This is an optimization exercise on Yosys and OpenROAD, whose aim is small area, a short achievable clock period and few clock cycles, not a production implementation.
RTL that was checked went through simulation tests only; none was proved equivalent to the original.
For run 1, only the layout was checked, not whether the RTL still works.
Power and IR drop assume default switching activity.

<file path="design/flow/constraint.sdc">
create_clock -name core_clock -period 10.0 [get_ports {clk}]
set_input_delay 2.0000 -clock core_clock [delete_from_list [all_inputs] [get_ports {clk}]]
set_output_delay 2.0000 -clock core_clock [all_outputs]
set_load 0.01 [all_outputs]
</file>
<file path="design/flow/design.v">
module rlec (
    input  wire        clk,
    input  wire        rst_n,
    input  wire [3:0]  reg_addr,
    input  wire        reg_we,
    input  wire [31:0] reg_wdata,
    output reg  [31:0] reg_rdata,
    output wire        busy,
    output wire        ibuf_req,
    output wire [15:0] ibuf_addr,
    input  wire        ibuf_gnt,
    input  wire [7:0]  ibuf_rdata,
    output wire        obuf_req,
    output wire [15:0] obuf_addr,
    output wire [7:0]  obuf_wdata,
    input  wire        obuf_gnt
);
    localparam [31:0] ID_VALUE  = 32'h524C_4543;
    localparam [3:0] R_CMD = 4'd0, R_STATUS = 4'd1, R_WIDTH = 4'd2, R_HEIGHT = 4'd3,
                     R_ATHR = 4'd4, R_MODE = 4'd5, R_INLEN = 4'd6, R_OUTCAP = 4'd7,
                     R_OUTLEN = 4'd8, R_INPOS = 4'd9, R_ID = 4'd10;
    localparam [2:0] E_NONE = 3'd0, E_PARAM = 3'd1, E_TRUNC = 3'd2, E_OVERRUN = 3'd3,
                     E_MALFORMED = 3'd5, E_OVERFLOW = 3'd6, E_ILLEGAL = 3'd7;
    localparam [1:0] F_A = 2'd1, F_B = 2'd2, F_C = 2'd3;
    localparam [1:0] S_IDLE = 2'd0, S_START = 2'd1, S_RUN = 2'd2;
    reg [15:0] width, height;
    reg [8:0]  a_thresh;
    reg [1:0]  mode;             
    reg [31:0] in_len, out_cap;
    reg [16:0] out_len, in_pos;  
    reg        st_busy, st_done;
    reg [2:0]  st_err;
    reg [1:0]  state;
    reg [1:0]  fmt;              
    reg        dec;
    reg [4:0]  mcnt;             
    reg [16:0] npix;
    reg        big;              
    reg        dv;               
    reg [7:0]  qd;               
    reg        qv;
    reg [16:0] pidx;             
    reg [6:0]  acc_val;
    reg [16:0] acc_len;
    reg        p_done;           
    reg        rdy;              
    reg [2:0]  aerr;             
    reg [1:0]  bi;               
    reg [1:0]  brem;             
    reg        sml;              
    reg        ov;               
    reg [2:0]  perr;             
    reg        e_act;
    reg [6:0]  ev;
    reg [16:0] el;
    reg [1:0]  ei;               
    wire run   = (state == S_RUN);
    wire start = (state == S_START);
    wire cfg_we    = reg_we && !st_busy;
    wire cmd_wr    = cfg_we && (reg_addr == R_CMD) && (reg_wdata != 32'd0);
    wire cmd_legal = (reg_wdata[31:5] == 27'd0) && (reg_wdata[3:2] == 2'd0) && (reg_wdata[1:0] != 2'd0);
    wire dim_we    = cfg_we && ((reg_addr == R_WIDTH) || (reg_addr == R_HEIGHT));
    wire        m_bit = height[mcnt[3:0]];
    wire [17:0] m_sum = {npix, 1'b0} + {2'd0, m_bit ? width : 16'd0};
    wire        m_big = m_sum[17] || (m_sum[16] && (m_sum[15:0] != 16'd0));
    wire [16:0] out_len1 = out_len + 17'd1;
    wire        e_ovf    = !dec && (out_len == out_cap[16:0]);
    reg  [7:0]  e_byte;
    reg         e_rlast;         
    reg         e_last;          
    reg  [11:0] e_dec;           
    reg  [1:0]  b_k;
    wire        c_ext = (ev[3:0] == 4'd0) || (ev[3:0] == 4'd15);
    wire        c_gt  = c_ext ? (el[16:12] != 5'd0) : (el[16:4] != 13'd0);
    wire [11:0] c_n   = c_gt ? (c_ext ? 12'd4095 : 12'd15) : el[11:0];
    wire        el_one = (el == 17'd1);
    always @(*) begin
        if (el_one)                    b_k = 2'd0;
        else if (el[16:7] == 10'd0)    b_k = 2'd1;
        else if (el[16:14] == 3'd0)    b_k = 2'd2;
        else                           b_k = 2'd3;
        e_byte  = 8'd0;
        e_rlast = 1'b1;
        e_last  = 1'b1;
        e_dec   = 12'd1;
        if (dec) begin
            case (fmt)
                F_A:     e_byte = {8{ev[0]}};
                F_B:     e_byte = {ev[6:0], 1'b0};
                default: e_byte = {ev[3:0], 4'd0};
            endcase
            e_last = el_one;
        end else begin
            case (fmt)
                F_A: e_byte = {ev[0], el[6:0]};
                F_B: begin
                    e_last  = (ei == b_k);
                    e_rlast = e_last;
                    if (ei == 2'd0)
                        e_byte = {(b_k != 2'd0), ev[6:0]};
                    else begin
                        case (b_k)
                            2'd1: e_byte = el[7:0];
                            2'd2: e_byte = (ei == 2'd1) ? {2'b10, el[13:8]} : el[7:0];
                            default: case (ei)
                                    2'd1:    e_byte = {3'b110, 4'd0, el[16]};
                                    2'd2:    e_byte = el[15:8];
                                    default: e_byte = el[7:0];
                                endcase
                        endcase
                    end
                end
                default: begin
                    e_dec = c_n;
                    if (c_ext) begin
                        e_rlast = (ei == 2'd1);
                        e_byte  = (ei == 2'd0) ? {ev[3:0], c_n[11:8]} : c_n[7:0];
                    end else begin
                        e_rlast = 1'b1;
                        e_byte  = {ev[3:0], c_n[3:0]};
                    end
                    e_last = e_rlast && !c_gt;
                end
            endcase
        end
    end
    wire e_req   = run && e_act && !e_ovf;                
    wire e_step  = e_req && obuf_gnt;                     
    wire em_free = !e_act || (obuf_gnt && e_last && !e_ovf);
    wire [16:0] pidx1    = pidx + 17'd1;
    wire [16:0] acc_inc  = acc_len + 17'd1;
    wire        acc_nz   = (acc_len != 17'd0);
    wire        e_mism   = acc_nz && (qd[6:0] != acc_val);
    wire        e_cap    = (fmt == F_A) && (acc_len == 17'd124) && !e_mism;
    wire        e_need   = e_mism || e_cap;
    wire        enc_take = run && !dec && !p_done && qv && (!e_need || em_free);
    wire        enc_fin  = run && !dec && p_done && acc_nz && em_free;
    wire        enc_ovf  = run && !dec && e_act && e_ovf;
    wire        enc_end  = run && !dec && p_done && !acc_nz && !e_act;
    wire [17:0] r_diff  = {1'b0, npix} - {1'b0, acc_len};
    wire        d_over  = ov || r_diff[17];
    wire        d_bad   = (aerr != E_NONE) || (mode[0] && sml) || d_over;
    wire        d_chk   = run && dec && rdy && !p_done;
    wire        d_hand  = d_chk && !d_bad && (!acc_nz || em_free);
    wire        d_go    = run && dec && !p_done && (!rdy || d_hand);
    wire        d_trunc = (pidx == in_len[16:0]);    
    wire        dec_take = d_go && !d_trunc && qv;
    wire        dec_end = run && dec && p_done && !e_act;
    reg  [6:0]  a_val;
    reg  [16:0] a_len;
    reg  [1:0]  a_bi, a_brem;
    reg         a_sml, a_ov, a_done;
    reg  [2:0]  a_err;
    always @(*) begin
        a_val  = acc_val;
        a_len  = acc_len;
        a_bi   = bi;
        a_brem = brem;
        a_sml  = sml;
        a_ov   = ov;
        a_done = 1'b0;
        a_err  = E_NONE;
        case (fmt)
            F_A: begin
                a_val  = {6'd0, qd[7]};
                a_len  = {10'd0, qd[6:0]};
                a_sml  = (qd[6:0] == 7'd0) || (qd[6:0] > 7'd125);
                a_ov   = 1'b0;
                a_done = 1'b1;
            end
            F_B: begin
                if (bi == 2'd0) begin
                    a_val = qd[6:0];
                    a_len = 17'd1;
                    a_sml = 1'b0;
                    a_ov  = 1'b0;
                    if (!qd[7]) a_done = 1'b1;
                    else        a_bi   = 2'd1;
                end else if (bi == 2'd1) begin
                    a_bi = 2'd2;
                    if (!qd[7]) begin
                        a_len  = {10'd0, qd[6:0]};
                        a_sml  = (qd[6:1] == 6'd0);
                        a_done = 1'b1;
                    end else if (!qd[6]) begin
                        a_len  = {11'd0, qd[5:0]};
                        a_brem = 2'd1;
                    end else if (!qd[5]) begin
                        a_len  = {12'd0, qd[4:0]};
                        a_brem = 2'd2;
                    end else if (!qd[4]) begin
                        a_len  = {13'd0, qd[3:0]};
                        a_brem = 2'd3;
                    end else begin
                        a_err  = E_MALFORMED;
                        a_done = 1'b1;
                    end
                end else begin
                    a_len  = {acc_len[8:0], qd};
                    a_ov   = ov || (acc_len[16:9] != 8'd0);
                    a_bi   = 2'd3;
                    a_brem = brem - 2'd1;
                    if (bi == 2'd2) begin
                        case (brem)
                            2'd1:    a_sml = (acc_len == 17'd0) && !qd[7];
                            2'd2:    a_sml = (acc_len == 17'd0) && (qd[7:6] == 2'd0);
                            default: a_sml = (acc_len == 17'd0) && (qd[7:5] == 3'd0);
                        endcase
                    end
                    if (brem == 2'd1) a_done = 1'b1;
                end
            end
            default: begin
                a_ov = 1'b0;
                if (bi == 2'd0) begin
                    a_val = {3'd0, qd[7:4]};
                    a_len = {13'd0, qd[3:0]};
                    a_sml = (qd[3:0] == 4'd0);
                    if (qd[7:4] == 4'h0 || qd[7:4] == 4'hF) a_bi = 2'd1;
                    else a_done = 1'b1;
                end else begin
                    a_len  = {5'd0, acc_len[3:0], qd};
                    a_sml  = ({acc_len[3:0], qd} == 12'd0);
                    a_done = 1'b1;
                end
            end
        endcase
        if (a_done) a_bi = 2'd0;
    end
    wire take = enc_take || dec_take;
    wire hold = qv && !take;
    reg [7:0] qin;
    always @(*) begin
        if (dec) qin = ibuf_rdata;
        else case (fmt)
            F_A:     qin = {7'd0, ({1'b0, ibuf_rdata} >= a_thresh)};
            F_B:     qin = {1'b0, ibuf_rdata[7:1]};
            default: qin = {4'd0, ibuf_rdata[7:4]};
        endcase
    end
    wire [15:0] pidx2 = {pidx[15:1] + 15'd1, pidx[0]};
    assign ibuf_addr  = (qv && dv) ? pidx2 : ((qv || dv) ? pidx1[15:0] : pidx[15:0]);
    assign busy       = st_busy;
    assign ibuf_req   = st_busy;
    assign obuf_req   = e_req;
    assign obuf_addr  = out_len[15:0];
    assign obuf_wdata = e_byte;
    wire [15:0] rsel = 16'd1 << reg_addr;
    always @(*) begin
        reg_rdata = ({32{rsel[R_STATUS]}} & {25'd0, st_err, 2'b00, st_done, st_busy})
                  | ({32{rsel[R_WIDTH]}}  & {16'd0, width})
                  | ({32{rsel[R_HEIGHT]}} & {16'd0, height})
                  | ({32{rsel[R_ATHR]}}   & {23'd0, a_thresh})
                  | ({32{rsel[R_MODE]}}   & {30'd0, mode})
                  | ({32{rsel[R_INLEN]}}  & in_len)
                  | ({32{rsel[R_OUTCAP]}} & out_cap)
                  | ({32{rsel[R_OUTLEN]}} & {15'd0, out_len})
                  | ({32{rsel[R_INPOS]}}  & {15'd0, in_pos})
                  | ({32{rsel[R_ID]}}     & ID_VALUE);
    end
    wire bad_cap  = (out_cap[31:17] != 15'd0) || (out_cap[16] && out_cap[15:0] != 16'd0);
    wire bad_len  = (in_len[31:17] != 15'd0) || (in_len[16] && in_len[15:0] != 16'd0);
    wire zero_dim = (width == 16'd0) || (height == 16'd0);
    wire s_ok     = start && !mcnt[4] && (fmt != 2'd0) && !bad_cap && !zero_dim && !big &&
                    !(dec && (bad_len || (npix > out_cap[16:0])));
    wire s_end    = start && ((fmt == 2'd0) || (!mcnt[4] && !s_ok));
    reg  [2:0] s_err;
    always @(*) begin
        if (fmt == 2'd0)   s_err = E_ILLEGAL;
        else if (bad_cap)  s_err = E_PARAM;
        else if (zero_dim) s_err = mode[1] ? E_NONE : E_PARAM;
        else               s_err = E_PARAM;
    end
    wire       fin     = s_end || enc_ovf || enc_end || dec_end;
    wire [2:0] fin_err = s_end ? s_err : (enc_ovf ? E_OVERFLOW : (dec ? perr : E_NONE));
    wire e_load  = (enc_take && e_need) || enc_fin || (d_hand && acc_nz);
    wire ip_load = (enc_take && e_need) || enc_fin || enc_end || d_hand;
    always @(posedge clk) begin
        if (!rst_n) begin
            width    <= 16'd0;
            height   <= 16'd0;
            a_thresh <= 9'h0FF;
            mode     <= 2'd0;
            in_len   <= 32'd0;
            out_cap  <= 32'h0001_0000;
            out_len  <= 17'd0;
            in_pos   <= 17'd0;
            st_busy  <= 1'b0;
            st_done  <= 1'b0;
            st_err   <= E_NONE;
            state    <= S_IDLE;
        end else begin
            if (cfg_we) begin
                case (reg_addr)
                    R_WIDTH:  width    <= reg_wdata[15:0];
                    R_HEIGHT: height   <= reg_wdata[15:0];
                    R_ATHR:   a_thresh <= reg_wdata[8:0];
                    R_MODE:   mode     <= reg_wdata[1:0];
                    R_INLEN:  in_len   <= reg_wdata;
                    R_OUTCAP: out_cap  <= reg_wdata;
                    default: ;
                endcase
            end
            if (cmd_wr)    out_len <= 17'd0;
            else if (e_step) out_len <= out_len1;
            if (cmd_wr)       in_pos <= 17'd0;
            else if (ip_load) in_pos <= pidx;
            if (cmd_wr) begin
                st_busy <= 1'b1;
                st_done <= 1'b0;
                st_err  <= E_NONE;
                state   <= S_START;
            end else if (fin) begin
                st_busy <= 1'b0;
                st_done <= 1'b1;
                st_err  <= fin_err;
                state   <= S_IDLE;
            end else if (s_ok) begin
                state   <= S_RUN;
            end
        end
    end
    always @(posedge clk) begin
        if (cmd_wr) begin
            fmt <= cmd_legal ? reg_wdata[1:0] : 2'd0;
            dec <= reg_wdata[4];
        end
        if (dim_we || dec_end) begin
            npix <= 17'd0;
            big  <= 1'b0;
            mcnt <= 5'h1F;
        end else if (mcnt[4]) begin
            npix <= m_sum[16:0];
            big  <= big || m_big;
            mcnt <= mcnt - 5'd1;
        end else if (d_hand && acc_nz) begin
            npix <= r_diff[16:0];
        end
        if (start) begin
            dv   <= 1'b0;
            qv   <= 1'b0;
            pidx <= 17'd0;
        end else begin
            dv <= ibuf_gnt && !hold;
            qv <= hold || dv;
            if (!hold) qd <= qin;
            if (take) pidx <= pidx1;
        end
        if (start || enc_fin || (enc_take && e_cap))
            acc_len <= 17'd0;
        else if (enc_take)
            acc_len <= e_mism ? 17'd1 : acc_inc;
        else if (dec_take)
            acc_len <= a_len;
        if (enc_take)      acc_val <= qd[6:0];
        else if (dec_take) acc_val <= a_val;
        if (start)
            p_done <= 1'b0;
        else if ((enc_take && pidx1 == npix) || (d_chk && (d_bad || (acc_nz && em_free && r_diff[16:0] == 17'd0))))
            p_done <= 1'b1;
        if (start || d_hand) rdy <= 1'b0;
        if (d_go && (d_trunc || (qv && a_done))) rdy <= 1'b1;
        if (d_go) begin
            if (d_trunc) aerr <= E_TRUNC;
            else if (qv) aerr <= a_err;
        end
        if (start) bi <= 2'd0;
        else if (dec_take) bi <= a_bi;
        if (dec_take) begin
            brem <= a_brem;
            sml  <= a_sml;
            ov   <= a_ov;
        end
        if (d_chk && d_bad) begin
            if (aerr != E_NONE)        perr <= aerr;
            else if (mode[0] && sml)   perr <= E_MALFORMED;
            else                       perr <= E_OVERRUN;
        end else if (start)
            perr <= E_NONE;
        if (start)
            e_act <= 1'b0;
        else if (e_load)
            e_act <= 1'b1;
        else if (e_step && e_last)
            e_act <= 1'b0;
        if (e_load) begin
            ev <= acc_val;
            el <= (enc_take && e_cap) ? 17'd125 : acc_len;
            ei <= 2'd0;
        end else if (e_step) begin
            if (e_rlast) begin
                ei <= 2'd0;
                el <= el - {5'd0, e_dec};
            end else
                ei <= ei + 2'd1;
        end
    end
endmodule
</file>
<file path="design/flow/run.sh">
#!/bin/bash
# synth_recipe.tcl (not shown) runs the flow's synth.tcl, then flattens the netlist and writes it again
# the make line also repeats each setting of config.mk as NAME=value (left out here)
make -C /OpenROAD-flow-scripts/flow DESIGN_CONFIG=/design/flow/config.mk WORK_HOME=/design/flow/orfs CLKGATE_MAP_FILE= SYNTH_SCRIPT=/design/flow/synth_recipe.tcl finish
</file>
<file path="design/flow/config.mk">
export PLATFORM = sky130hd
export DESIGN_NAME = rlec
export DESIGN_NICKNAME = rlec
export VERILOG_FILES = /design/flow/design.v
export SDC_FILE = /design/flow/constraint.sdc
export NUM_CORES = 4
export LEC_CHECK = 0
export ABC_CLOCK_PERIOD_IN_PS = 5000
export CAP_MARGIN = 20
export CORE_MARGIN = 2
export CORE_UTILIZATION = 65
export PLACE_DENSITY = 0.75
export SETUP_SLACK_MARGIN = 4.7
export SLEW_MARGIN = 20
</file>
==> flow_summary.json, run 1 <==
{
  "die-area_um2": 29800,
  "port_buffers": 123,
  "combPwrFrac": 0.341,
  "seq_area_frac_synth": 0.315,
  "cts-root-buf": "clkbuf_16",
  "grt_antenna_before_repair": 0,
  "drive_above_1_share": 0.118,
  "numCtsBuffers": 30,
  "synthCells": 2338,
  "required_ns": 8.00,
  "tritoncts": "yes",
  "area_delta_synth_final_pct": 17.5,
  "io_pins": 124,
  "grt_pass1_vias": 17490,
  "cts.sinks": 265,
  "drt.antenna.violating_nets": 0,
  "grtUsageTotal": 0.431,
  "async_flop_share": 0,
  "drt_iter0_drc": 3074,
  "dp_hpwl_mm": 46.5,
  "synth_seq_cells": 265,
  "finalClockSkew_ns": 0.0129,
  "num_antenna_cells": 0,
  "whs_ns": 0.473,
  "hold_violations": 0,
  "end_kind": "output pin",
  "yosys_most_used_dff": "dfxtp_1",
  "min_period_ns": 5.83,
  "power_leakage_nw": 8.26,
  "grt_max_degree": 112,
  "die_y_um": 172,
  "power.share.clock": 0.294,
  "r2r_slack_ns": 5.01,
  "rows": 61,
  "drv_cap": 0,
  "switching_power_mw": 1.52,
  "worstMarginPinSlew_ns": 1.10,
  "drv_slew": 0,
  "hp-class": "reg2reg",
  "ir_drop_mv": 0.126,
  "num-fill-cells": 2022,
  "synth_edf_count": 51,
  "netSwitchingFraction": 0.374,
  "totalWireLength_mm": 66.2,
  "grt_remaining_overflow": 0,
  "seqPwrFrac": 0.365,
  "yosysUniqueCellTypes": 92,
  "slew-limit-headroom": 0.262,
  "finalNetCount": 2572,
  "finalSetupTns_ns": 0,
  "clock_path_buffers": 3,
  "dpl.cell_count": 2703,
  "coreArea_um2": 27900,
  "syn-cell-area_um2": 18500,
  "grt_pass1_wl_mm": 99.2,
  "ys.warnings.count": 1,
  "dieWidth_um": 172,
  "vias": 19338,
  "status": "complete, no violations",
  "critPathMaxFanout": 5,
  "synth_fp_nets": 2476,
  "routed_via_density": 6.82,
  "setup_viol_count_final": 0,
  "gp_congestion": 1.03,
  "fmax_mhz": 172,
  "placed_cell_area_um2": 19700,
  "drc": 0,
  "synth.avg_cell_area_um2": 7.89,
  "fin_cells": 2835,
  "start_kind": "flip-flop",
  "post_drt_wl_per_cell_um": 23.3,
  "cp.arrival_ns": 3.83,
  "grt_setup_unrepaired": "yes",
  "clk_pin_slew_ns": 0.06,
  "intPower_mw": 2.55,
  "stdcell_area_um2": 21700,
  "h-tree-depth": 1,
  "worstSetupPathType": "reg2out",
  "start_util": 0.662,
  "power_density_nw_per_um2": 188,
  "drt_first_pass_iters": 14,
  "period_share": 0.583,
  "insertion_delay_ns": 0.57
}
==> per-stage QoR <==
stage / util / worst slack (ns) / power, mW
after floorplan: - / 4.68 / 2.36
after global placement: 0.706 / 2.79 / 2.75
after detailed placement: 0.706 / 2.77 / 2.80
after CTS: 0.767 / 4.30 / 4.00
after global routing: 0.779 / 4.02 / 4.23
final: 0.779 / 4.17 / 4.07
==> worst paths after layout <==
path,end,cells past startpoint,startpoint
max,obuf_wdata[4],13,el[16]
min,ev[5],0,acc_val[5]
max reg2reg,big,17,mcnt[1]
min reg2reg,ev[5],0,acc_val[5]
==> cell usage in the layout (no fill, tap or decap), types with 69 or more instances in the layout <==
| cell | count |
|---|---|
| buf_4 | 78 |
| a21boi_0 | 102 |
| nand2_1 | 391 |
| dfxtp_1 | 212 |
| a21oi_1 | 100 |
| nor2_1 | 153 |
| inv_1 | 76 |
| nand3_1 | 82 |
| clkdlybuf4s50_1 | 78 |
| o21ai_0 | 97 |
| ha_1 | 83 |
| xor2_1 | 69 |
| xnor2_1 | 93 |
==> timing repair <==
action / in CTS / in global routing
gates cloned: 7 / 1
setup buffers: 47 / 22
setup endpoints to repair: 63 / 53
pin swaps: 41 / 25
hold buffers: 0 / 0
gates resized for setup: 202 / 49
==> area by class of cell <==
type / count / area, um2 / share of cell area
inverters: 82 / 322 / 0.0148
repair buffers: 225 / 2060 / 0.0950
multi-input cells: 1830 / 11900 / 0.551
clock inverters: 9 / 149 / 0.00686
well taps: 378 / 473 / 0.0218
flip-flops and latches: 265 / 5820 / 0.268
clock buffers: 46 / 923 / 0.0426
==> cells in the mapped netlist, types with 28 or more instances <==
| cell | number | share of area |
|---|---|---|
| a211oi_1 | 35 | 0.014 |
| a21boi_0 | 102 | 0.041 |
| a21oi_1 | 103 | 0.028 |
| and2_1 | 36 | 0.012 |
| clkbuf_1 | 123 | 0.025 |
| dfxtp_1 | 214 | 0.23 |
| edfxtp_1 | 51 | 0.083 |
| ha_1 | 86 | 0.058 |
| inv_1 | 77 | 0.016 |
| mux2i_1 | 28 | 0.015 |
| nand2_1 | 395 | 0.080 |
| nand3_1 | 83 | 0.023 |
| nand4_1 | 37 | 0.013 |
| nor2_1 | 156 | 0.032 |
| nor3_1 | 61 | 0.017 |
| nor4_1 | 52 | 0.018 |
| o21ai_0 | 103 | 0.028 |
| xnor2_1 | 93 | 0.044 |
| xor2_1 | 69 | 0.033 |
==> power groups by stage <==
stage               Clock (mW)  Sequential, mW  Combinational, mW
finish                    1.20            1.49               1.39
global route              1.23            1.49               1.51
CTS                       1.19            1.46               1.35
detailed placement           0            1.49               1.31
global placement             0            1.48               1.27
floorplan                    0            1.30               1.06
==> per-layer routing <==
layer,GRT usage,vias to the layer above,part of all wire
met5,0,-,0
li1,-,8578,-
met4,0.278,0,0.080
met2,0.672,1380,0.43
met1,0.536,8997,0.36
met3,0.101,383,0.12
==> cell families (layout without fill, tap and decap cells) <==
group / Yosys count / count (layout) / synth area share
compound gates: 610 / 610 / 0.232
flops: 265 / 265 / 0.315
simple gates: 931 / 934 / 0.236
mux: 35 / 35 / 0.0219
fa+ha+maj: 89 / 89 / 0.0616
buf+inv: 246 / 362 / 0.0563
xor+xnor: 162 / 162 / 0.0769
==> worst max-delay path: stages, from the launching register on <==
cell	delay (ns)
edfxtp_1	0.48
or3_4	0.39
nor4_4	0.33
inv_2	0.11
o21a_1	0.21
buf_4	0.14
ha_4	0.23
o31a_1	0.31
buf_6	0.13
a22oi_1	0.20
o21ai_0	0.12
a221oi_1	0.31
o31ai_1	0.13
buf_2	0.16
==> sequential cells by signal (all words and copies together) (netlist names), 7 cells and up <==
name      flops
out_len      17
a_thresh      9
height       16
acc_val       7
ev            7
npix         17
in_len       32
qd            8
acc_len      17
out_cap      32
pidx         17
el           17
in_pos       17
width        16
==> run 2: changes to the inputs <==
--- a/design/flow/design.v
+++ b/design/flow/design.v
@@ -66,3 +66,4 @@
     wire [16:0] out_len1 = out_len + 17'd1;
-    wire        e_ovf    = !dec && (out_len == out_cap[16:0]);
+    reg         cap_full;        
+    wire        e_ovf    = !dec && cap_full;
     reg  [7:0]  e_byte;
@@ -73,9 +74,9 @@
     wire        c_ext = (ev[3:0] == 4'd0) || (ev[3:0] == 4'd15);
-    wire        c_gt  = c_ext ? (el[16:12] != 5'd0) : (el[16:4] != 13'd0);
+    reg         el_one, el_lt128, el_lt16k, el_lt4k, el_lt16;
+    wire        c_gt  = c_ext ? !el_lt4k : !el_lt16;
     wire [11:0] c_n   = c_gt ? (c_ext ? 12'd4095 : 12'd15) : el[11:0];
-    wire        el_one = (el == 17'd1);
     always @(*) begin
         if (el_one)                    b_k = 2'd0;
-        else if (el[16:7] == 10'd0)    b_k = 2'd1;
-        else if (el[16:14] == 3'd0)    b_k = 2'd2;
+        else if (el_lt128)             b_k = 2'd1;
+        else if (el_lt16k)             b_k = 2'd2;
         else                           b_k = 2'd3;
@@ -276,2 +277,3 @@
     wire e_load  = (enc_take && e_need) || enc_fin || (d_hand && acc_nz);
+    wire [16:0] el_nx = e_load ? ((enc_take && e_cap) ? 17'd125 : acc_len) : (el - {5'd0, e_dec});
     wire ip_load = (enc_take && e_need) || enc_fin || enc_end || d_hand;
@@ -291,2 +293,3 @@
             state    <= S_IDLE;
+            cap_full <= 1'b0;
         end else begin
@@ -305,2 +308,4 @@
             else if (e_step) out_len <= out_len1;
+            if (cmd_wr)      cap_full <= (out_cap[16:0] == 17'd0);
+            else if (e_step) cap_full <= (out_len1 == out_cap[16:0]);
             if (cmd_wr)       in_pos <= 17'd0;
@@ -330,3 +335,2 @@
             big  <= 1'b0;
-            mcnt <= 5'h1F;
         end else if (mcnt[4]) begin
@@ -334,3 +338,2 @@
             big  <= big || m_big;
-            mcnt <= mcnt - 5'd1;
         end else if (d_hand && acc_nz) begin
@@ -338,2 +341,8 @@
         end
+        if (!rst_n)
+            mcnt <= 5'd0;
+        else if (dim_we || dec_end)
+            mcnt <= 5'h1F;
+        else if (mcnt[4])
+            mcnt <= mcnt - 5'd1;
         if (start) begin
@@ -387,10 +396,14 @@
             ev <= acc_val;
-            el <= (enc_take && e_cap) ? 17'd125 : acc_len;
             ei <= 2'd0;
         end else if (e_step) begin
-            if (e_rlast) begin
-                ei <= 2'd0;
-                el <= el - {5'd0, e_dec};
-            end else
-                ei <= ei + 2'd1;
+            if (e_rlast) ei <= 2'd0;
+            else         ei <= ei + 2'd1;
+        end
+        if (e_load || (e_step && e_rlast)) begin
+            el       <= el_nx;
+            el_one   <= (el_nx == 17'd1);
+            el_lt128 <= (el_nx[16:7] == 10'd0);
+            el_lt16k <= (el_nx[16:14] == 3'd0);
+            el_lt4k  <= (el_nx[16:12] == 5'd0);
+            el_lt16  <= (el_nx[16:4] == 13'd0);
         end
==> run 2 against run 1 <==
Compared with the run above:
- die area up 1.7%
- via count down 0.20%
- count of clock-buffer cells in the layout down 8
- hold slack worse by 0.0015 ns
- synthesized cell count up 0.21%
==> flow_summary.json, run 2 <==
{
  "grtUsageTotal": 0.436,
  "dieWidth_um": 174,
  "worstMarginPinSlew_ns": 1.09,
  "cts-root-buf": "clkbuf_16",
  "insertion_delay_ns": 0.57,
  "slowest_delay_ns": 0.22,
  "clk_pin_slew_ns": 0.06,
  "ctsHoldBuffers": 0,
  "period_share": 0.535,
  "min_path_cells": 0,
  "rr_worst_depth": 15,
  "slew-limit-headroom": 0.265,
  "power_leakage_nw": 8.13,
  "drc": 0,
  "yosys_most_used_dff": "dfxtp_1",
  "path_delay_family": "compound AO/OA/AOI/OAI gates",
  "num-fill-cells": 2129,
  "drt_iter0_drc": 2216,
  "rows": 62,
  "intPower_mw": 2.19,
  "critPathMaxFanout": 6,
  "port_buffers": 123,
  "finalSetupTns_ns": 0,
  "gp_congestion": 1.04,
  "cts.sinks": 271,
  "final_common_cell": "nand2_1",
  "numCtsBuffers": 29,
  "cp.arrival_ns": 3.35,
  "hold_violations": 0,
  "finalClockSkew_ns": 0.0132,
  "grt_setup_unrepaired": "yes",
  "dp_hpwl_mm": 48.4,
  "synthCells": 2343,
  "drv_cap": 0,
  "synth.avg_cell_area_um2": 8.01,
  "grt_remaining_overflow": 0,
  "synth_commonest_cells": "nand2_1 (358), dfxtp_1 (215), nor2_1 (207)",
  "grt_max_degree": 60,
  "power.share.clock": 0.349,
  "status": "complete, no violations",
  "setup_viol_count_final": 0,
  "end_kind": "output pin",
  "async_flop_share": 0,
  "min_period_ns": 5.35,
  "utilization": 0.753,
  "finalNetCount": 2538,
  "mostFrequentLayoutCells": "nand2_1 (357), dfxtp_1 (210), nor2_1 (199), a21oi_1 (119), o21ai_0 (106)",
  "grt_pass1_vias": 18514,
  "worst-path-buf-inv": 3,
  "combPwrFrac": 0.241,
  "required_ns": 8.00,
  "area_delta_synth_final_pct": 14.5,
  "start_kind": "input pin",
  "yosysUniqueCellTypes": 98,
  "post_drt_wl_per_cell_um": 24.3,
  "ys.warnings.count": 1,
  "synth_seq_cells": 271,
  "synth_area_leaders": "dfxtp_1 (23%), edfxtp_1 (9.0%), nand2_1 (7.2%), ha_1 (5.6%), xnor2_1 (4.2%)",
  "grt_antenna_before_repair": 1,
  "cp.depth": 8,
  "h-tree-depth": 1,
  "post-synth-top-area-cell": "dfxtp_1",
  "path_cells": "buf_12 -> nor2b_4 -> buf_6 -> and3_4 -> a32o_1 -> a221oi_2 -> o211ai_1 -> buf_2",
  "drive_above_1_share": 0.0895,
  "worstSetupPathType": "in2out",
  "drt_first_pass_iters": 6,
  "start_util": 0.657,
  "syn-cell-area_um2": 18800,
  "fmax_mhz": 187,
  "die_y_um": 174,
  "synth_fp_nets": 2479,
  "num_antenna_cells": 0,
  "vias": 19299,
  "ir_drop_mv": 0.132,
  "seq_area_frac_synth": 0.319,
  "tritoncts": "yes",
  "power_density_nw_per_um2": 152,
  "synth_edf_count": 56,
  "top_regs": "in_len x32, out_cap x32",
  "worst_path_max_delay_cell": "and3_4",
  "switching_power_mw": 1.07,
  "seqPwrFrac": 0.409,
  "netSwitchingFraction": 0.329,
  "io_pins": 124,
  "grt_pass1_wl_mm": 104,
  "drt.antenna.violating_nets": 0,
  "synth_top_area_share": 0.229,
  "clock_path_buffers": 3,
  "routed_via_density": 6.87,
  "synth.most_common_cell": "nand2_1",
  "hp-class": "reg2reg",
  "die-area_um2": 30200,
  "coreArea_um2": 28500,
  "totalWireLength_mm": 68.3,
  "drv_slew": 0
}
## run 2: cell types whose count changed after synthesis, moves of 11 or more
| cell | delta |
|---|---|
| nor2_1 | +51 |
| nand2_1 | -37 |
| a22oi_1 | +25 |
| nor3_1 | -22 |
| nand3_1 | -19 |
| o21ai_1 | -19 |
| a21oi_1 | +17 |
| and2_1 | -17 |
| inv_1 | +17 |
| a21o_1 | +14 |
| clkbuf_1 | -12 |
| mux2i_1 | +12 |
| a222oi_1 | -11 |
## run 2: area by class of cell
type | count | area (um2) | area share
Timing Repair inverter | 1 | 5.00 | 0.000233
Tap cell | 384 | 480 | 0.0224
Sequential cell | 271 | 5990 | 0.279
Timing Repair Buffer | 178 | 1650 | 0.0767
Clock buffer | 38 | 811 | 0.0377
Clock inverter | 15 | 178 | 0.00827
Multi-Input combinational cell | 1824 | 12000 | 0.558
Inverter | 97 | 380 | 0.0177
## run 2: cell families (layout without fill, tap and decap cells)
group | after synthesis | count (layout) | synth area share
compound gates | 631 | 631 | 0.239
xor+xnor | 167 | 167 | 0.0779
fa+ha+maj | 87 | 87 | 0.0592
buf+inv | 255 | 329 | 0.0585
flops | 271 | 271 | 0.319
mux | 47 | 47 | 0.0279
simple gates | 885 | 892 | 0.219
## run 2: worst paths after layout
kind	start	endpoint	slack, ns
worst max-delay path	reg_addr[2]	reg_rdata[1]	4.65
worst min-delay path	acc_val[2]	ev[2]	0.47
worst max register to register	mcnt[0]	big	5.11
worst min register to register	acc_val[2]	ev[2]	0.47
## run 2: power groups by stage
stage	logic, mW	clock network, mW	registers, mW
finish	0.787	1.14	1.34
global route	0.857	1.17	1.33
CTS	0.764	1.13	1.32
detailed placement	0.742	0	1.34
global placement	0.726	0	1.34
floorplan	0.582	0	1.24
## run 2: stage by stage
stage / setup slack (ns) / std cells / power, mW / hold slack, ns / area (um2)
after floorplan: 4.71 / 2343 / 1.82 / 0.440 / 18800
after global placement: 2.41 / 2710 / 2.07 / 0.448 / 19900
after detailed placement: 2.43 / 2711 / 2.08 / 0.459 / 19900
after CTS: 4.49 / 2794 / 3.21 / 0.473 / 21300
after global routing: 4.63 / 2808 / 3.36 / 0.488 / 21500
final: 4.65 / 2808 / 3.26 / 0.472 / 21500
## run 2: repair_timing
item,CTS,global route
endpoints found under the hold margin,0,0
setup endpoints to repair,61,31
pin swaps,14,7
setup buffers,20,14
gates cloned,10,0
gates resized for setup,133,30
## run 2: routing by layer
layer  up-vias  global-route usage  wire length, um
met5         -                   0               13
met4         2               0.283             5400
met3       399              0.0976             7520
met2      1351               0.704            30500
met1      9039               0.527            24900
li1       8508                   -                -
Testbench counts of run 2, summed over its fixed seeds: cycles 399,155.
==> run 3: changes to the inputs <==
--- a/design/flow/config.mk
+++ b/design/flow/config.mk
@@ -11,2 +11,5 @@
 export CORE_UTILIZATION = 65
+export CTS_BUF_LIST = sky130_fd_sc_hd__clkbuf_8
+export CTS_CLUSTER_DIAMETER = 60
+export CTS_CLUSTER_SIZE = 14
 export PLACE_DENSITY = 0.75
==> run 3 against run 2 <==
Compared with the run above:
- sequential power is essentially flat
- sequential cell count unchanged
- global-route usage is 0.37 points lower
- wire length is 1.4% lower
- fmax fell by 0.32%
- still clean on timing, DRC and antenna
- largest power group unchanged
- largest cell class unchanged
- hold slack improved by 0.0067 ns
- first-iteration DRC count grew 9.2%
- clock skew is 0.022 ns higher
- combinational power barely moved
==> flow_summary.json, run 3 <==
{
  "grt_setup_unrepaired": "yes",
  "slew-limit-headroom": 0.319,
  "hold_violations": 0,
  "grt_pass1_wl_mm": 103,
  "synth_edf_count": 56,
  "post_drt_wl_per_cell_um": 23.9,
  "seq_area_frac_synth": 0.319,
  "synth_seq_cells": 271,
  "hp-class": "reg2reg",
  "drc": 0,
  "setup_viol_count_final": 0,
  "h-tree-depth": 1,
  "insertion_delay_ns": 0.64,
  "cp.arrival_ns": 3.37,
  "whs_ns": 0.478,
  "status": "complete, no violations",
  "power_leakage_nw": 8.00,
  "grt_pass1_vias": 18470,
  "drv_slew": 0,
  "tritoncts": "yes",
  "grt_antenna_before_repair": 1,
  "drive_above_1_share": 0.0982,
  "synth.avg_cell_area_um2": 8.01,
  "drv_cap": 0,
  "worst_path_max_delay_cell": "a32o_1",
  "rows": 62,
  "synth.most_common_cell": "nand2_1",
  "finalSetupTns_ns": 0,
  "synth_commonest_cells": "nand2_1 (358), dfxtp_1 (215), nor2_1 (207)",
  "port_buffers": 123,
  "period_share": 0.537,
  "dieWidth_um": 174,
  "startpoint": "reg_addr[2]",
  "drt_iter0_drc": 2420,
  "coreArea_um2": 28500,
  "cts-root-buf": "clkbuf_8",
  "yosys_most_used_dff": "dfxtp_1",
  "ctsHoldBuffers": 0,
  "cts.sinks": 271,
  "ys.warnings.count": 1,
  "grt_remaining_overflow": 0,
  "r2r_slack_ns": 5.11,
  "yosysUniqueCellTypes": 98,
  "synth_top_area_share": 0.229,
  "totalWireLength_mm": 67.3,
  "min_period_ns": 5.37,
  "clock_path_buffers": 3,
  "vias": 19268,
  "finalNetCount": 2555,
  "post-synth-top-area-cell": "dfxtp_1",
  "cp.depth": 8,
  "top_regs": "in_len x32, out_cap x32",
  "ir_drop_mv": 0.117,
  "reg2reg_from": "mcnt[0]",
  "syn-cell-area_um2": 18800,
  "area_delta_synth_final_pct": 13.2,
  "async_flop_share": 0,
  "start_util": 0.657,
  "power_density_nw_per_um2": 135,
  "mostFrequentLayoutCells": "nand2_1 (357), dfxtp_1 (210), nor2_1 (199), a21oi_1 (119), o21ai_0 (105)",
  "numCtsBuffers": 28,
  "grtUsageTotal": 0.433,
  "path_delay_family": "compound AO/OA/AOI/OAI gates",
  "drt.antenna.violating_nets": 0,
  "worstMarginPinSlew_ns": 1.02,
  "num_antenna_cells": 0,
  "clk_pin_slew_ns": 0.09,
  "gp_congestion": 1.04,
  "grt_max_degree": 60,
  "fmax_mhz": 186,
  "synth_area_leaders": "dfxtp_1 (23%), edfxtp_1 (9.0%), nand2_1 (7.2%), ha_1 (5.6%), xnor2_1 (4.2%)",
  "synth_fp_nets": 2479,
  "crit_end": "reg_rdata[1]",
  "synthCells": 2343,
  "slowest_delay_ns": 0.23,
  "rr_worst_depth": 15,
  "critPathMaxFanout": 7,
  "required_ns": 8.00,
  "dp_hpwl_mm": 48.4,
  "path_cells": "buf_12 -> nor2b_4 -> buf_6 -> and3_4 -> a32o_1 -> a221oi_2 -> o211ai_1 -> buf_2",
  "worstSetupPathType": "in2out",
  "routed_via_density": 6.84,
  "finalClockSkew_ns": 0.0351,
  "end_kind": "output pin",
  "utilization": 0.744,
  "worst-path-buf-inv": 3,
  "final_common_cell": "nand2_1",
  "io_pins": 124,
  "die-area_um2": 30200,
  "drt_first_pass_iters": 7,
  "rr_endpoint": "big",
  "start_kind": "input pin",
  "die_y_um": 174
}
## run 3: metal layers
layer / vias up / part of all wire / GRT usage
li1: 8515 / - / -
met1: 9000 / 0.36 / 0.530
met2: 1329 / 0.44 / 0.697
met3: 422 / 0.11 / 0.0857
met4: 2 / 0.083 / 0.281
met5: - / 0.00016 / 0
## run 3: cell type report
class | instances | area (um2)
Tap cell | 384 | 480
Sequential cell | 271 | 5990
Timing Repair Buffer | 196 | 1830
Clock inverter | 15 | 139
Clock buffer | 30 | 413
Timing Repair inverter | 1 | 5.00
Multi-Input combinational cell | 1824 | 12000
Inverter | 97 | 380
Fill cell | 2186 | 7300
## run 3: timing repair
action,CTS,global route
setup endpoints to repair,47,29
gates cloned,10,0
pin swaps,16,11
buffers inserted,34,18
gates resized for setup,152,33
## run 3: metrics by stage
step	total power, mW	cells	area (um2)	setup slack, ns
3_5_place_dp	2.08	2711	19900	2.43
2_1_floorplan	1.82	2343	18800	4.71
6_report	2.88	2818	21300	4.63
5_1_grt	2.98	2818	21300	4.60
3_3_place_gp	2.07	2710	19900	2.41
4_1_cts	2.83	2800	21000	4.58
## run 3: cells by family after synthesis
group           count (synthesis)  synth area share
xor+xnor                      167            0.0779
fa+ha+maj                      87            0.0592
buf+inv                       255            0.0585
compound gates                631             0.239
flops                         271             0.319
mux                            47            0.0279
simple gates                  885             0.219
## run 3: power breakdown
part	internal, mW	total [mW]	switching (mW)
logic	0.349	0.790	0.441
clock network	0.314	0.757	0.443
registers	1.17	1.33	0.159
## run 3: worst min path at each step
stage                           from      end  slack, ns  depth (start not counted)
final                     acc_val[2]    ev[2]       0.48                          0
after global routing      acc_val[5]    ev[5]       0.50                          0
after CTS                 acc_val[2]    ev[2]       0.48                          0
after detailed placement  acc_val[2]    ev[2]       0.46                          0
after global placement    acc_val[6]    ev[6]       0.45                          0
after floorplan              st_done  st_done       0.44                          2
## run 3: worst register-to-register path, delay by kind of cell, from the launching register on
family / cells / cell delay [ns]
adders and majority gates: 2 / 0.65
muxes: 3 / 1.10
and+or+nand+nor: 2 / 0.17
AOI/OAI and AO/OA: 7 / 2.12
DFF: 1 / 0.59
xor gates and xnor gates: 1 / 0.12
==> run 4: changes to the inputs <==
--- a/design/flow/config.mk
+++ b/design/flow/config.mk
@@ -14,4 +14,5 @@
 export CTS_CLUSTER_SIZE = 14
+export GPL_TIMING_DRIVEN = 0
 export PLACE_DENSITY = 0.75
-export SETUP_SLACK_MARGIN = 4.7
+export SETUP_SLACK_MARGIN = 4.5
 export SLEW_MARGIN = 20
==> run 4 against run 3 <==
Compared with the run above:
- hold slack gained 0.0021 ns
- clock power is essentially flat
- largest cell class unchanged
- power is 0.79% higher
- register-to-register slack worse by 0.03 ns
- worst setup slack worse by 0.30 ns
==> flow_summary.json, run 4 <==
{
  "ys.warnings.count": 1,
  "hold_violations": 0,
  "grt_util_met1": 0.540,
  "grtUsageTotal": 0.438,
  "p_total_mw": 2.90,
  "gp_congestion": 1.04,
  "period_share": 0.567,
  "cts-root-buf": "clkbuf_8",
  "synth_area_leaders": "dfxtp_1 (23%), edfxtp_1 (9.0%), nand2_1 (7.2%), ha_1 (5.6%), xnor2_1 (4.2%)",
  "finalSetupTns_ns": 0,
  "io_pins": 124,
  "drive_above_1_share": 0.0965,
  "grt_setup_unrepaired": "yes",
  "die-area_um2": 30200,
  "fmax_mhz": 176,
  "grt_max_degree": 25,
  "drv_cap": 0,
  "grt_antenna_before_repair": 0,
  "grtUsageMet3": 0.0833,
  "num_antenna_cells": 0,
  "synth_seq_cells": 271,
  "synth_commonest_cells": "nand2_1 (358), dfxtp_1 (215), nor2_1 (207)",
  "required_ns": 8.00,
  "drt.antenna.violating_nets": 0,
  "rr_endpoint": "big",
  "finalClockSkew_ns": 0.0481,
  "final_common_cell": "nand2_1",
  "grt_util_met2": 0.712,
  "whs_endpoint": "ev[3]",
  "synth.most_common_cell": "nand2_1",
  "dp_hpwl_mm": 51.8,
  "totalWireLength_mm": 68.2,
  "power_leakage_nw": 8.28,
  "dieWidth_um": 174,
  "reg2reg_from": "mcnt[2]",
  "mostFrequentLayoutCells": "nand2_1 (357), dfxtp_1 (213), nor2_1 (201), a21oi_1 (118), o21ai_0 (104)",
  "min_period_ns": 5.67,
  "slew-limit-headroom": 0.301,
  "drt_iter0_drc": 2337,
  "critPathMaxFanout": 6,
  "vias": 19654,
  "yosysUniqueCellTypes": 98,
  "finalNetCount": 2656,
  "start_util": 0.657,
  "cp.arrival_ns": 3.67,
  "tritoncts": "yes",
  "end_kind": "output pin",
  "coreArea_um2": 28500,
  "synth_fp_nets": 2479,
  "min_path_cells": 0,
  "post_drt_wl_per_cell_um": 23.3,
  "synthCells": 2343,
  "port_buffers": 118,
  "grt_remaining_overflow": 0,
  "syn-cell-area_um2": 18800,
  "worstMarginPinSlew_ns": 1.04,
  "async_flop_share": 0,
  "synth_edf_count": 56,
  "r2r_slack_ns": 5.08,
  "grt_pass1_vias": 18556,
  "ir_drop_mv": 0.0971,
  "multi_input_area_um2": 11800,
  "grt_pass1_wl_mm": 104,
  "post-synth-top-area-cell": "dfxtp_1",
  "ff_latch_area_um2": 5990,
  "rows": 62,
  "area_delta_synth_final_pct": 14.8,
  "ctsHoldBuffers": 0,
  "whs_ns": 0.481,
  "yosys_most_used_dff": "dfxtp_1",
  "rr_worst_depth": 17,
  "synth.avg_cell_area_um2": 8.01,
  "insertion_delay_ns": 0.65,
  "drt_first_pass_iters": 8,
  "worstSetupPathType": "in2out",
  "clock_path_buffers": 3,
  "top_regs": "in_len x32, out_cap x32",
  "numCtsBuffers": 30,
  "synth_top_area_share": 0.229,
  "num-fill-cells": 2230,
  "clk_pin_slew_ns": 0.07,
  "drc": 0,
  "setup_viol_count_final": 0,
  "power_density_nw_per_um2": 135,
  "min_from": "acc_val[3]",
  "routed_via_density": 6.72,
  "h-tree-depth": 1,
  "hp-class": "reg2reg",
  "drv_slew": 0,
  "start_kind": "input pin",
  "cts.sinks": 271,
  "die_y_um": 174,
  "seq_area_frac_synth": 0.319,
  "top_usage_layer": "met2",
  "status": "complete, no violations"
}
-- run 4: cell counts after synthesis --
Identical to the previous run, type by type.
-- run 4: per-stage QoR --
stage / cell area [um2] / util / setup slack, ns / instances
floorplan: 18800 / - / 4.54 / 2343
global placement: 20400 / 0.716 / 2.82 / 2845
detailed placement: 20400 / 0.716 / 2.82 / 2845
CTS: 21400 / 0.749 / 4.37 / 2913
global route: 21500 / 0.755 / 4.37 / 2923
finish: 21500 / 0.755 / 4.33 / 2923
-- run 4: worst max-delay path by stage --
stage | from | cells past startpoint | slack, ns | endpoint
5_1_grt | reg_addr[2] | 9 | 4.37 | reg_rdata[10]
4_1_cts | reg_addr[2] | 9 | 4.37 | reg_rdata[10]
2_1_floorplan | reg_addr[3] | 8 | 4.54 | reg_rdata[8]
3_5_place_dp | reg_addr[1] | 9 | 2.82 | reg_rdata[10]
6_report | reg_addr[2] | 9 | 4.33 | reg_rdata[10]
3_3_place_gp | reg_addr[1] | 9 | 2.82 | reg_rdata[10]
-- run 4: repair_timing --
item | CTS | global route
buffers inserted | 16 | 10
cloned | 1 | 0
gates resized for setup | 155 | 52
endpoints found under the setup margin | 39 | 36
pin swaps | 16 | 11
-- run 4: worst max-delay path, stage by stage --
cell and delay, ns:
clkbuf_16 0.13, nor2b_4 0.13, buf_8 0.13, and2_4 0.13, buf_8 0.12, clkbuf_16 0.15
a222oi_1 0.46, o211ai_1 0.23, buf_2 0.20
-- run 4: logic make-up after synthesis --
group           share of synthesized area
compound gates                      0.239
xor+xnor                           0.0779
fa+ha+maj                          0.0592
buf+inv                            0.0585
flops                               0.319
mux                                0.0279
simple gates                        0.219
-- run 4: report_power, final --
| group | internal [mW] | total (mW) | switching (mW) |
|---|---|---|---|
| Sequential | 1.17 | 1.28 | 0.113 |
| Clock | 0.304 | 0.760 | 0.456 |
| Combinational | 0.355 | 0.856 | 0.501 |
-- run 4: final cells by class --
cell class	count	share of cell area
flip-flops and latches	271	0.278
well taps	384	0.0223
multi-input cells	1817	0.549
clock buffers	31	0.0198
inverters	97	0.0173
repair buffers	145	0.0622
clock inverters	20	0.00674
plain buffers	158	0.0443
-- run 4: metal layers --
layer  up-vias  part of all wire  wire (um)
met5         -                 0          0
met4         0             0.076       5150
met3       387              0.11       7800
met2      1377              0.45      30400
met1      9170              0.36      24800
li1       8720                 -          -
==> run 5: changes to the inputs <==
--- a/design/flow/config.mk
+++ b/design/flow/config.mk
@@ -12,7 +12,6 @@
 export CTS_BUF_LIST = sky130_fd_sc_hd__clkbuf_8
-export CTS_CLUSTER_DIAMETER = 60
-export CTS_CLUSTER_SIZE = 14
-export GPL_TIMING_DRIVEN = 0
+export CTS_CLUSTER_DIAMETER = 50
+export CTS_CLUSTER_SIZE = 10
 export PLACE_DENSITY = 0.75
-export SETUP_SLACK_MARGIN = 4.5
+export SETUP_SLACK_MARGIN = 5
 export SLEW_MARGIN = 20
==> run 5 against run 4 <==
Compared with the run above:
- still clean
- synthesized cell count unchanged
- core utilization rose by 2.1 points
- wire length increased by 1.4%
- fmax is 5.6% higher
- critical path depth did not move
- first-iteration DRC count decreased by 4.7%
- count of clock-buffer cells in the layout increased by 12
- clock power rose by 23%
- register-to-register slack improved by 0.24 ns
- worst setup slack improved by 0.30 ns
- sequential share of layout area decreased by 0.64 points
- critical endpoint is now reg_rdata[3]
- largest cell class unchanged
==> flow_summary.json, run 5 <==
{
  "netSwitchingFraction": 0.347,
  "syn-cell-area_um2": 18800,
  "startpoint": "reg_addr[2]",
  "h-tree-depth": 2,
  "synth.most_common_cell": "nand2_1",
  "routed_via_density": 6.77,
  "coreArea_um2": 28500,
  "top_usage_layer": "met2",
  "critPathMaxFanout": 4,
  "ir_drop_mv": 0.126,
  "top_regs": "in_len x32, out_cap x32",
  "required_ns": 8.00,
  "worstMarginPinSlew_ns": 1.25,
  "dp_hpwl_mm": 48.9,
  "numCtsBuffers": 39,
  "post-synth-top-area-cell": "dfxtp_1",
  "cp.arrival_ns": 3.37,
  "finalClockSkew_ns": 0.0350,
  "min_from": "acc_val[0]",
  "reg2reg_from": "ev[3]",
  "io_pins": 124,
  "area_delta_synth_final_pct": 17.9,
  "synth.avg_cell_area_um2": 8.01,
  "clk_pin_slew_ns": 0.07,
  "intPower_mw": 2.02,
  "clock_path_buffers": 3,
  "final_common_cell": "nand2_1",
  "post_drt_wl_per_cell_um": 24.0,
  "synth_top_area_share": 0.229,
  "slew-limit-headroom": 0.158,
  "synth_fp_nets": 2479,
  "drv_slew": 0,
  "drc": 0,
  "stdcell_area_um2": 22100,
  "drt_iter0_drc": 2226,
  "dpl.cell_count": 2707,
  "seqPwrFrac": 0.429,
  "synth_edf_count": 56,
  "hp-class": "reg2reg",
  "combPwrFrac": 0.268,
  "vias": 19474,
  "setup_viol_count_final": 0,
  "port_buffers": 123,
  "min_period_ns": 5.37,
  "end_kind": "output pin",
  "synth_area_leaders": "dfxtp_1 (23%), edfxtp_1 (9.0%), nand2_1 (7.2%), ha_1 (5.6%), xnor2_1 (4.2%)",
  "grt_remaining_overflow": 0,
  "period_share": 0.537,
  "grt_setup_unrepaired": "yes",
  "fin_cells": 2878,
  "start_kind": "input pin",
  "power_leakage_nw": 8.42,
  "die_y_um": 174,
  "placed_cell_area_um2": 20000,
  "fmax_mhz": 186,
  "drive_above_1_share": 0.145,
  "grt_pass1_vias": 18492,
  "yosys_most_used_dff": "dfxtp_1",
  "status": "complete, no violations",
  "mostFrequentLayoutCells": "nand2_1 (356), dfxtp_1 (203), nor2_1 (196), a21oi_1 (115), o21ai_0 (103)",
  "insertion_delay_ns": 0.57,
  "rows": 62,
  "totalWireLength_mm": 69.2,
  "synth_seq_cells": 271,
  "ys.warnings.count": 1,
  "drv_cap": 0,
  "finalSetupTns_ns": 0,
  "grt_util_met2": 0.724,
  "synth_commonest_cells": "nand2_1 (358), dfxtp_1 (215), nor2_1 (207)",
  "start_util": 0.657,
  "grt_pass1_wl_mm": 104,
  "dieWidth_um": 174,
  "async_flop_share": 0,
  "power.share.clock": 0.303,
  "cts-root-buf": "clkbuf_8",
  "drt.antenna.violating_nets": 0,
  "grtUsageMet3": 0.0783,
  "tritoncts": "yes",
  "grt_antenna_before_repair": 0,
  "worstSetupPathType": "in2out",
  "gp_congestion": 1.03,
  "drt_first_pass_iters": 6,
  "grt_max_degree": 117,
  "grt_util_met1": 0.529,
  "grtUsageTotal": 0.439,
  "die-area_um2": 30200,
  "cts.sinks": 271,
  "synthCells": 2343,
  "hold_violations": 0,
  "switching_power_mw": 1.08,
  "yosysUniqueCellTypes": 98,
  "finalNetCount": 2607,
  "power_density_nw_per_um2": 140,
  "seq_area_frac_synth": 0.319
}
[run 5: cell counts after synthesis]
Identical to the previous run, type by type.
[run 5: through the flow]
| stage | hold WS [ns] | setup WS (ns) | total power, mW | util |
|---|---|---|---|---|
| floorplan | 0.440 | 4.79 | 1.83 | - |
| global placement | 0.451 | 2.41 | 2.06 | 0.699 |
| detailed placement | 0.462 | 2.35 | 2.09 | 0.700 |
| CTS | 0.478 | 4.66 | 3.04 | 0.762 |
| global route | 0.499 | 4.57 | 3.20 | 0.775 |
| finish | 0.480 | 4.63 | 3.10 | 0.775 |
[run 5: final cells by class]
| class | count | area [um2] |
|---|---|---|
| Antenna cell | 1 | 2.50 |
| Clock buffer | 43 | 592 |
| Clock inverter | 20 | 185 |
| Fill cell | 2115 | 6420 |
| Inverter | 97 | 384 |
| Multi-Input combinational cell | 1823 | 12200 |
| Sequential cell | 271 | 6010 |
| Tap cell | 384 | 480 |
| Timing Repair Buffer | 238 | 2240 |
| Timing Repair inverter | 1 | 5.00 |
[run 5: critical path, stage by stage]
cell,delay (ns)
buf_12,0.11
nor2b_4,0.15
buf_8,0.13
and3_4,0.16
buf_12,0.13
buf_6,0.12
a22oi_1,0.22
nand3_1,0.17
buf_2,0.18
[run 5: power groups by stage]
stage	Sequential, mW	Combinational (mW)	Clock, mW
after floorplan	1.24	0.585	0
after global placement	1.34	0.726	0
after detailed placement	1.34	0.749	0
after CTS	1.32	0.794	0.932
after global routing	1.33	0.898	0.979
final	1.33	0.829	0.937
[run 5: path summary, 6_finish.rpt]
check,endpoint,slack [ns],cells after the start
worst max-delay path,reg_rdata[3],4.63,9
worst min-delay path,ev[0],0.48,0
worst max register to register,el_one,5.32,16
worst min register to register,ev[0],0.48,0
[run 5: routing by layer]
| metal | part of all wire | vias up | wire (um) |
|---|---|---|---|
| met1 | 0.36 | 9046 | 25000 |
| met4 | 0.078 | 0 | 5420 |
| met3 | 0.10 | 399 | 7030 |
| met5 | 0 | - | 0 |
| met2 | 0.46 | 1367 | 31700 |
| li1 | - | 8662 | - |
[run 5: cells by family after synthesis]
family,count (synthesis),share of synthesized area
AND/OR/NAND/NOR,885,0.219
AO/OA/AOI/OAI,631,0.239
flip-flops,271,0.319
buffers and inverters,255,0.0585
XOR/XNOR,167,0.0779
adder cells (fa/ha/maj),87,0.0592
multiplexers,47,0.0279
[run 5: timing repair]
action,CTS,global route
endpoints found under the setup margin,80,55
gates resized for setup,276,52
pin swaps,42,33
buffers inserted,71,26
cloned,10,0
hold buffers,0,0
endpoints found under the hold margin,0,0
==> run 6: changes to the inputs <==
--- a/design/flow/config.mk
+++ b/design/flow/config.mk
@@ -15,3 +15,3 @@
 export PLACE_DENSITY = 0.75
-export SETUP_SLACK_MARGIN = 5
+export SETUP_SLACK_MARGIN = 4.7
 export SLEW_MARGIN = 20
==> run 6 against run 5 <==
Compared with the run above:
- worst setup slack better by 0.022 ns
- highest routed layer is now met5
- sequential power hardly changed
- power is 1.4% lower
- wire length is 2.4% lower
- core utilization is 2.9 points lower
- final cell count is 1.9% lower
- first-iteration DRC count is 3.3% higher
- combinational power is 5.1% lower
- fmax is 0.40% higher
- die area stayed put
==> flow_summary.json, run 6 <==
{
  "clock_path_buffers": 3,
  "drt_iter0_drc": 2300,
  "top_regs": "in_len x32, out_cap x32",
  "netSwitchingFraction": 0.351,
  "mostFrequentLayoutCells": "nand2_1 (357), dfxtp_1 (210), nor2_1 (200), a21oi_1 (119), o21ai_0 (104)",
  "placed_cell_area_um2": 19900,
  "cp.arrival_ns": 3.35,
  "gp_congestion": 1.04,
  "rr_endpoint": "big",
  "post-synth-top-area-cell": "dfxtp_1",
  "min_period_ns": 5.35,
  "final_common_cell": "nand2_1",
  "worst_path_max_delay_cell": "and3_4",
  "worstSetupPathType": "in2out",
  "r2r_slack_ns": 5.13,
  "grt_pass1_vias": 18531,
  "seq_area_frac_synth": 0.319,
  "totalWireLength_mm": 67.5,
  "dpl.cell_count": 2711,
  "ir_drop_mv": 0.109,
  "insertion_delay_ns": 0.59,
  "grtUsageTotal": 0.437,
  "stdcell_area_um2": 21300,
  "synth.most_common_cell": "nand2_1",
  "syn-cell-area_um2": 18800,
  "ff_latch_area_um2": 5990,
  "min_path_cells": 0,
  "period_share": 0.535,
  "cts.sinks": 271,
  "fmax_mhz": 187,
  "rr_worst_depth": 15,
  "area_delta_synth_final_pct": 13.5,
  "power_density_nw_per_um2": 143,
  "dieWidth_um": 174,
  "drt_first_pass_iters": 6,
  "finalClockSkew_ns": 0.0247,
  "drive_above_1_share": 0.0956,
  "reg2reg_from": "mcnt[0]",
  "coreArea_um2": 28500,
  "routed_via_density": 6.86,
  "required_ns": 8.00,
  "start_kind": "input pin",
  "seqPwrFrac": 0.437,
  "slew-limit-headroom": 0.302,
  "finalSetupTns_ns": 0,
  "synth_edf_count": 56,
  "power_leakage_nw": 8.10,
  "hp-class": "reg2reg",
  "tritoncts": "yes",
  "switching_power_mw": 1.07,
  "synth_top_area_share": 0.229,
  "ctsHoldBuffers": 0,
  "grt_antenna_before_repair": 1,
  "synth_area_leaders": "dfxtp_1 (23%), edfxtp_1 (9.0%), nand2_1 (7.2%), ha_1 (5.6%), xnor2_1 (4.2%)",
  "synth_commonest_cells": "nand2_1 (358), dfxtp_1 (215), nor2_1 (207)",
  "start_util": 0.657,
  "die_y_um": 174,
  "critPathMaxFanout": 6,
  "rows": 62,
  "setup_viol_count_final": 0,
  "clk_pin_slew_ns": 0.07,
  "io_pins": 124,
  "hold_violations": 0,
  "yosys_most_used_dff": "dfxtp_1",
  "synth.avg_cell_area_um2": 8.01,
  "finalNetCount": 2551,
  "drv_slew": 0,
  "h-tree-depth": 2,
  "num_antenna_cells": 0,
  "status": "complete, no violations",
  "port_buffers": 123,
  "num-fill-cells": 2171,
  "yosysUniqueCellTypes": 98,
  "slowest_delay_ns": 0.22,
  "path_cells": "buf_12 -> nor2b_4 -> buf_6 -> and3_4 -> a32o_1 -> a221oi_2 -> o211ai_1 -> buf_2",
  "grt_remaining_overflow": 0,
  "combPwrFrac": 0.258,
  "die-area_um2": 30200,
  "intPower_mw": 1.98,
  "drc": 0,
  "min_from": "acc_val[2]",
  "async_flop_share": 0,
  "numCtsBuffers": 38,
  "end_kind": "output pin",
  "whs_endpoint": "ev[2]",
  "fin_cells": 2822,
  "synthCells": 2343,
  "grt_max_degree": 60,
  "cts-root-buf": "clkbuf_8",
  "dp_hpwl_mm": 48.4,
  "worstMarginPinSlew_ns": 1.04,
  "post_drt_wl_per_cell_um": 23.9,
  "grt_setup_unrepaired": "yes",
  "grt_pass1_wl_mm": 104,
  "ys.warnings.count": 1,
  "synth_fp_nets": 2479,
  "drt.antenna.violating_nets": 0,
  "vias": 19347,
  "multi_input_area_um2": 12000,
  "power.share.clock": 0.305,
  "drv_cap": 0,
  "synth_seq_cells": 271
}
[run 6: changes by cell type in the layout (fill, tap and decap cells not counted), moves of 5 or more]
cell | previous run | this run
a22oi_2 | 19 | 2
buf_4 | 77 | 53
buf_6 | 34 | 5
nand3_1 | 57 | 63
dlygate4sd2_1 | 4 | 18
dfxtp_1 | 203 | 210
clkdlybuf4s50_1 | 79 | 84
nand3_2 | 6 | 1
buf_2 | 28 | 8
a22oi_1 | 27 | 44
[run 6: layer usage]
layer | up-vias | track usage | wire length [um]
met5 | - | 0 | 13
met4 | 2 | 0.294 | 5660
met3 | 405 | 0.104 | 7780
met2 | 1395 | 0.692 | 29900
met1 | 9017 | 0.529 | 24200
li1 | 8528 | - | -
[run 6: power by group through the flow]
| stage | combinational, mW | clock [mW] | sequential, mW |
|---|---|---|---|
| 2_1_floorplan | 0.582 | 0 | 1.24 |
| 3_3_place_gp | 0.726 | 0 | 1.34 |
| 3_5_place_dp | 0.742 | 0 | 1.34 |
| 4_1_cts | 0.763 | 0.923 | 1.32 |
| 5_1_grt | 0.857 | 0.965 | 1.33 |
| 6_report | 0.787 | 0.931 | 1.33 |
[run 6: cells by family after synthesis]
family	after synthesis	synth area share
AO/OA/AOI/OAI	631	0.239
XOR/XNOR	167	0.0779
adder cells (fa/ha/maj)	87	0.0592
buffers and inverters	255	0.0585
flip-flops	271	0.319
multiplexers	47	0.0279
AND/OR/NAND/NOR	885	0.219
[run 6: how the worst max path moves through the flow]
stage	start	endpoint	slack, ns	cells after the start
floorplan	reg_addr[2]	reg_rdata[8]	4.71	8
finish	reg_addr[2]	reg_rdata[1]	4.65	8
CTS	reg_addr[2]	reg_rdata[1]	4.49	8
detailed placement	reg_addr[1]	reg_rdata[1]	2.43	7
global placement	reg_addr[1]	reg_rdata[1]	2.41	7
global route	fmt[1]	obuf_wdata[7]	4.62	7
[run 6: what timing repair did]
action,4_1_cts,5_1_grt
resized for setup,135,30
buffers inserted,20,18
cloned,10,0
pin swaps,14,6
endpoints found under the setup margin,57,32
[run 6: final cells by class]
cell class | count | share of cell area
flip-flops and latches | 271 | 0.281
clock buffers | 45 | 0.0291
multi-input cells | 1824 | 0.563
clock inverters | 18 | 0.00705
repair buffers | 182 | 0.0789
inverters | 97 | 0.0179
well taps | 384 | 0.0226
repair inverters | 1 | 0.000235
[run 6: critical path: cells and delay by family]
family	cells	cell delay, ns
compound gates	3	0.57
buf+inv	3	0.42
simple gates	2	0.36
[run 6: through the flow]
| step | hold slack, ns | util | total power [mW] | worst slack, ns |
|---|---|---|---|---|
| after global routing | 0.485 | 0.746 | 3.15 | 4.62 |
| after global placement | 0.448 | 0.697 | 2.07 | 2.41 |
| after CTS | 0.475 | 0.739 | 3.00 | 4.49 |
| after floorplan | 0.440 | - | 1.82 | 4.71 |
| after detailed placement | 0.459 | 0.698 | 2.08 | 2.43 |
| final | 0.475 | 0.746 | 3.05 | 4.65 |

==> afterwards: timing with drivers on the ports <==
In the flow no input, the clock included, has a driving cell. The finished layouts below were timed again as built, in two steps.
Step 1, drivers: a clkbuf_16 drives clk and a buf_2 each remaining input, both assumed.
Step 2 moves the port delays by t, midway between the first and last clock arrival at a register: inputs arrive t later, outputs are due t later. That takes back most of the time a late clock gives input paths.
a / b / c = ideal / step 1 / step 2; a / b = the first two.
run	shift t [ns]	setup WS [ns]	worst data-port slew with drivers (ns)
run 1	0.613	4.174 / 4.124 / 4.541	0.06
run 2	0.619	4.647 / 4.599 / 4.433	0.06
run 3	0.671	4.630 / 4.582 / 4.458	0.09
run 4	0.677	4.325 / 4.283 / 4.283	0.05
run 5	0.603	4.626 / 4.572 / 4.572	0.15
run 6	0.635	4.648 / 4.599 / 4.368	0.06
After both steps every run listed still meets setup and hold. The setup slack of run 6, which loses most, moves by -0.049 ns with the drivers and by -0.280 ns with both steps.
